This is an optimization exercise on Yosys and OpenROAD, whose aim is small area, not a production implementation. RTL that was checked went through simulation tests only; none was proved equivalent to the original. Power figures rest on the tool's default switching activity, not on a simulated workload.

==> inputs of exp/amber <==
// psfc
module psfc (
    input  logic        clk,
    input  logic        rst,
    input  logic [7:0]  bus_addr,
    input  logic        bus_wr,
    input  logic        bus_rd,
    input  logic [31:0] bus_wdata,
    output logic [31:0] bus_rdata,
    output logic        irq,
    output logic [7:0]  tx_data,
    output logic        tx_valid,
    input  logic        tx_ready,
    input  logic [7:0]  rx_data,
    input  logic        rx_valid,
    output logic        rx_ready,
    input  logic        lnk_err
);
    localparam logic [31:0] ID_VALUE = 32'h5053_0001;
    localparam logic [7:0]  SYNC     = 8'hAA;
    localparam logic [1:0] S_IDLE   = 2'd0;
    localparam logic [1:0] S_TX     = 2'd1;
    localparam logic [1:0] S_RX     = 2'd2;
    localparam logic [1:0] S_SETTLE = 2'd3;
    localparam logic [3:0] OP_ENC_RAW  = 4'h1;
    localparam logic [3:0] OP_ENC_NUM  = 4'h2;
    localparam logic [3:0] OP_DECODE   = 4'h3;
    localparam logic [3:0] OP_XFER     = 4'h4;
  ...
Settings: LEC_CHECK=0, CAP_MARGIN=20, CORE_MARGIN=2, CORE_UTILIZATION=60, CTS_BUF_LIST=sky130_fd_sc_hd__clkbuf_4 sky130_fd_sc_hd__clkbuf_8, GPL_TIMING_DRIVEN=0, PLACE_DENSITY=0.7, SLEW_MARGIN=20; clock period 25.0 ns.
run.sh (not shown) runs the stock make flow with config.mk's settings and CLKGATE_MAP_FILE= SYNTH_SCRIPT=/design/flow/synth_recipe.tcl, a recipe that flattens the netlist after the stock synthesis.
==> inputs of exp/violet, as changes to exp/amber <==
CORE_UTILIZATION = 25   (was 60)
CTS_BUF_LIST = not set   (was sky130_fd_sc_hd__clkbuf_4 sky130_fd_sc_hd__clkbuf_8)
GPL_TIMING_DRIVEN = not set   (was 0)
PLACE_DENSITY = 0.35   (was 0.7)
==> summary of the runs <==
Synthesized area is the same in exp/violet and exp/amber.
In synthesized cell count, exp/amber and exp/violet do not differ.
exp/violet finished clean. exp/amber died in 5_1_grt, error GRT-0116.
No run of this note included a check of the RTL's function; only the layout flow was run.

========
==> wip/garnet <==
Another version of the RTL of psfc (not shown whole).
==> flow/config.mk <==
export PLATFORM = sky130hd
export DESIGN_NAME = psfc
export DESIGN_NICKNAME = psfc
export VERILOG_FILES = /design/flow/design.v
export SDC_FILE = /design/flow/constraint.sdc
export NUM_CORES = 4
export LEC_CHECK = 0
export CAP_MARGIN = 20
export CORE_MARGIN = 2
export CORE_UTILIZATION = 33
export CTS_CLUSTER_DIAMETER = 60
export CTS_CLUSTER_SIZE = 25
export PLACE_DENSITY = 0.45
export SLEW_MARGIN = 20
==> flow/constraint.sdc <==
create_clock -name core_clock -period 25.0 [get_ports {clk}]
set_input_delay 5.0000 -clock core_clock [delete_from_list [all_inputs] [get_ports {clk}]]
set_output_delay 5.0000 -clock core_clock [all_outputs]
set_load 0.01 [all_outputs]
==> wip/tundra (differences from wip/garnet) <==
--- a/flow/design.v
+++ b/flow/design.v
@@ -397,30 +397,31 @@
     wire [31:0] lo32 = busy ? rs_w :
                        (c_op == OP_RAMP) ? rs_w :
                        (c_op == OP_STATUS) ? 32'd0 : arg;
     logic [175:0] bld_pay;
     always_comb begin
         for (int i = 0; i < 22; i++) begin
             if (i < 4)
-                bld_pay[8*i +: 8] = is_raw ? (paybuf[8*i +: 8] & {8{5'(i) < paylen}}) : lo32[8*i +: 8];
+                bld_pay[8*i +: 8] = (paybuf[8*i +: 8] & {8{is_raw && !rst && (5'(i) < paylen)}}) | lo32g[8*i +: 8];
             else
-                bld_pay[8*i +: 8] = paybuf[8*i +: 8] & {8{is_raw && (5'(i) < paylen)}};
+                bld_pay[8*i +: 8] = paybuf[8*i +: 8] & {8{is_raw && !rst && (5'(i) < paylen)}};
         end
     end
+    wire [31:0] lo32g = lo32 & {32{do_build && !is_raw && !rst}};
     wire [4:0] bld_len = (!busy && c_op == OP_STATUS) ? 5'd0 : nbytes(lo32);
     wire        t_bld = do_build;
     logic [7:0] tsumo;
     always_comb begin
         tsumo = (t_bld ? SYNC : sbase)
               + (t_bld ? dev_addr : (nb0 | rx_add))
               + (t_bld ? op_sub : nb1)
-              + (t_bld ? bld_pay[7:0]   : nb2)
-              + (t_bld ? bld_pay[15:8]  : nb3)
-              + (t_bld ? bld_pay[23:16] : ob0)
-              + (t_bld ? bld_pay[31:24] : ob1)
+              + (bld_pay[7:0]   | (nb2 & {8{!t_bld}}))
+              + (bld_pay[15:8]  | (nb3 & {8{!t_bld}}))
+              + (bld_pay[23:16] | (ob0 & {8{!t_bld}}))
+              + (bld_pay[31:24] | (ob1 & {8{!t_bld}}))
               + (bld_pay[39:32] | (ob2  & {8{!t_bld}}))
               + (bld_pay[47:40] | (ob3  & {8{!t_bld}}))
               + (bld_pay[55:48] | (ocor & {8{!t_bld}}));
         for (int i = 7; i < 22; i++) tsumo = tsumo + bld_pay[8*i +: 8];
     end
     wire [7:0] bld_chk = tsumo;
     wire [7:0] snext   = tsumo;
@@ -498,34 +499,35 @@
             chk_rcv  <= ck_rcv;
             chk_ok   <= ck_eq;
         end
         if (rst || wr_tx || build_q) tsum <= tsumo & {8{nrst}};
         if (clr || wr_rx || rx_store) rsum <= snext & {8{!clr}};
     end
     wire [207:0] bld_frame = {bld_chk, bld_pay, op_sub, dev_addr, SYNC};
+    wire [207:0] bq_mask = {{8{build_q}}, 176'h0, {24{build_q}}} | {8'h0, {176{1'b1}}, 24'h0};
     genvar gk;
     generate
         for (gk = 0; gk < 7; gk++) begin : g_word
             localparam int W = (gk == 6) ? 16 : 32;
             wire tx_we = rst || build_q || (wr_tx && wa[2:0] == 3'(gk));
             always_ff @(posedge clk)
-                if (tx_we) txbuf[32*gk +: W] <= (bld_frame[32*gk +: W] & {W{build_q}}) | wzb[W-1:0];
+                if (tx_we) txbuf[32*gk +: W] <= (bld_frame[32*gk +: W] & bq_mask[32*gk +: W]) | wzb[W-1:0];
         end
         for (gk = 0; gk < 26; gk++) begin : g_rxbyte
             wire st_i = rx_store && (rxlen == 5'(gk));
             wire rx_we = clr || st_i || (wr_rx && wa[2:0] == 3'(gk / 4));
             always_ff @(posedge clk)
                 if (rx_we) rxbuf[8*gk +: 8] <= rx_col[8*(gk % 4) +: 8];
         end
         for (gk = 0; gk < 6; gk++) begin : g_payword
             localparam int W = (gk == 5) ? 16 : 32;
             wire pb_we = rst || pay_q || (host_wr && wa == 6'h30 + 6'(gk));
             if (gk == 0) begin : g_lo
                 always_ff @(posedge clk)
-                    if (pb_we) paybuf[31:0] <= (lo32 & {32{pay_q}}) | wzp;
+                    if (pb_we) paybuf[31:0] <= lo32g | wzp;
             end else begin : g_hi
                 always_ff @(posedge clk)
                     if (pb_we) paybuf[32*gk +: W] <= wzp[W-1:0];
             end
         end
     endgenerate
     always_ff @(posedge clk) begin
- CTS_CLUSTER_DIAMETER: 60 -> 80
- CTS_CLUSTER_SIZE: 25 -> 15
==> notes <==
wip/tundra finished but failed the layout checks on slew limit. wip/garnet finished clean.
In wip/garnet the synthesized cell count is higher than in wip/tundra, by 4.1%.
Between wip/tundra and wip/garnet, the lower first-iteration DRC count is in wip/tundra (gap 3.7%, measured against wip/garnet).
Against wip/tundra, the critical path depth of wip/garnet is lower by 11.
Against wip/garnet, the worst setup slack of wip/tundra is worse by 1.3 ns.
Against wip/tundra, the power of wip/garnet is larger by 4.8%.
Against wip/tundra, the final area of wip/garnet is higher by 3.7%.
Non-clock buffer count: wip/tundra is lower than wip/garnet (1).
In sequential cell count, wip/garnet and wip/tundra do not differ.
Against wip/tundra, the cell count of wip/garnet is larger by 4.4%.
Against wip/tundra, the sequential share of layout area of wip/garnet is lower by 1.7 points.
Between wip/tundra and wip/garnet, the lower clock power is in wip/tundra (gap 19%, measured against wip/garnet).
==> figures <==
                                                                                 wip/tundra               wip/garnet
Wire length of the first global-routing pass                                     653,000 um               657,000 um
Worst setup path endpoint                                                 tsum[7]$_DFFE_PP_     txbuf[207]$_DFFE_PP_
Non-clock inverter count                                                                286                      279
Number of logic stages on the critical path including buffering                          74                       63
Max Freq                                                                           43.5 MHz                 46.0 MHz
Initial core utilization                                                              33.1%                    33.2%
Combinational share of power                                                          24.1%                    20.8%
Post-Place Cell Area                                                           0.0747 sq mm             0.0763 sq mm
First-pass detailed-route iteration total                                                19                        7
Outcome                                                          complete, but fails checks  complete, no violations
Violated checks                                                                  slew limit                        -
Number of global-route vias before repair                                            57,300                   59,300
Largest incremental delay on the critical path                                      0.95 ns                  1.08 ns
DP Wirelength                                                                    401,000 um               399,000 um
Share of the clock period used by the worst path                                      92.0%                    86.9%
Number of antenna cells inserted                                                         59                       81
Total number of placement rows                                                          167                      169
Post-synthesis area per instance                                                 11.4 sq um               11.3 sq um
Final standard cell area without fillers                                       0.0788 sq mm             0.0817 sq mm
Fraction of area in clock buffers and inverters                                       4.82%                    6.29%
Seq/total area                                                                        46.3%                    44.6%
Power, Total                                                                      0.00601 W                0.00630 W
Source of the worst register-to-register timing path                ramp_from[21]$_DFFE_PP_  ramp_from[25]$_DFFE_PP_
Total met2 wirelength after detailed routing                                     204,000 um               205,000 um

-- static timing again, ports no longer ideal --
Ports are ideal in the flow. The routed layouts listed here were re-timed in OpenROAD.
Step 1 (the two cells are an assumption about what drives the block):
set clk [get_ports {clk}]
set_driving_cell -lib_cell sky130_fd_sc_hd__clkbuf_16 $clk
set_driving_cell -lib_cell sky130_fd_sc_hd__buf_2 [delete_from_list [all_inputs] $clk]
Step 2 also shifts input and output timing later by t, the mid clock arrival at the registers, as if the neighbouring blocks saw the same clock.
a / b / c = no drivers / after step 1 / after step 2; a / b = the first two.
| run | t (ns) | slack for setup (ns) | latest minus earliest clock arrival (ns) |
|---|---|---|---|
| exp/violet | 1.008 | 1.342 / 1.435 / 0.427 | 0.077 / 0.078 |
| wip/garnet | 0.924 | 3.271 / 3.271 / 3.271 | 0.045 / 0.044 |
| wip/tundra | 0.910 | 2.002 / 2.002 / 2.002 | 0.062 / 0.062 |
The setup slack of exp/violet, which loses most, moves by +0.093 ns with the drivers and by -0.915 ns with both steps.
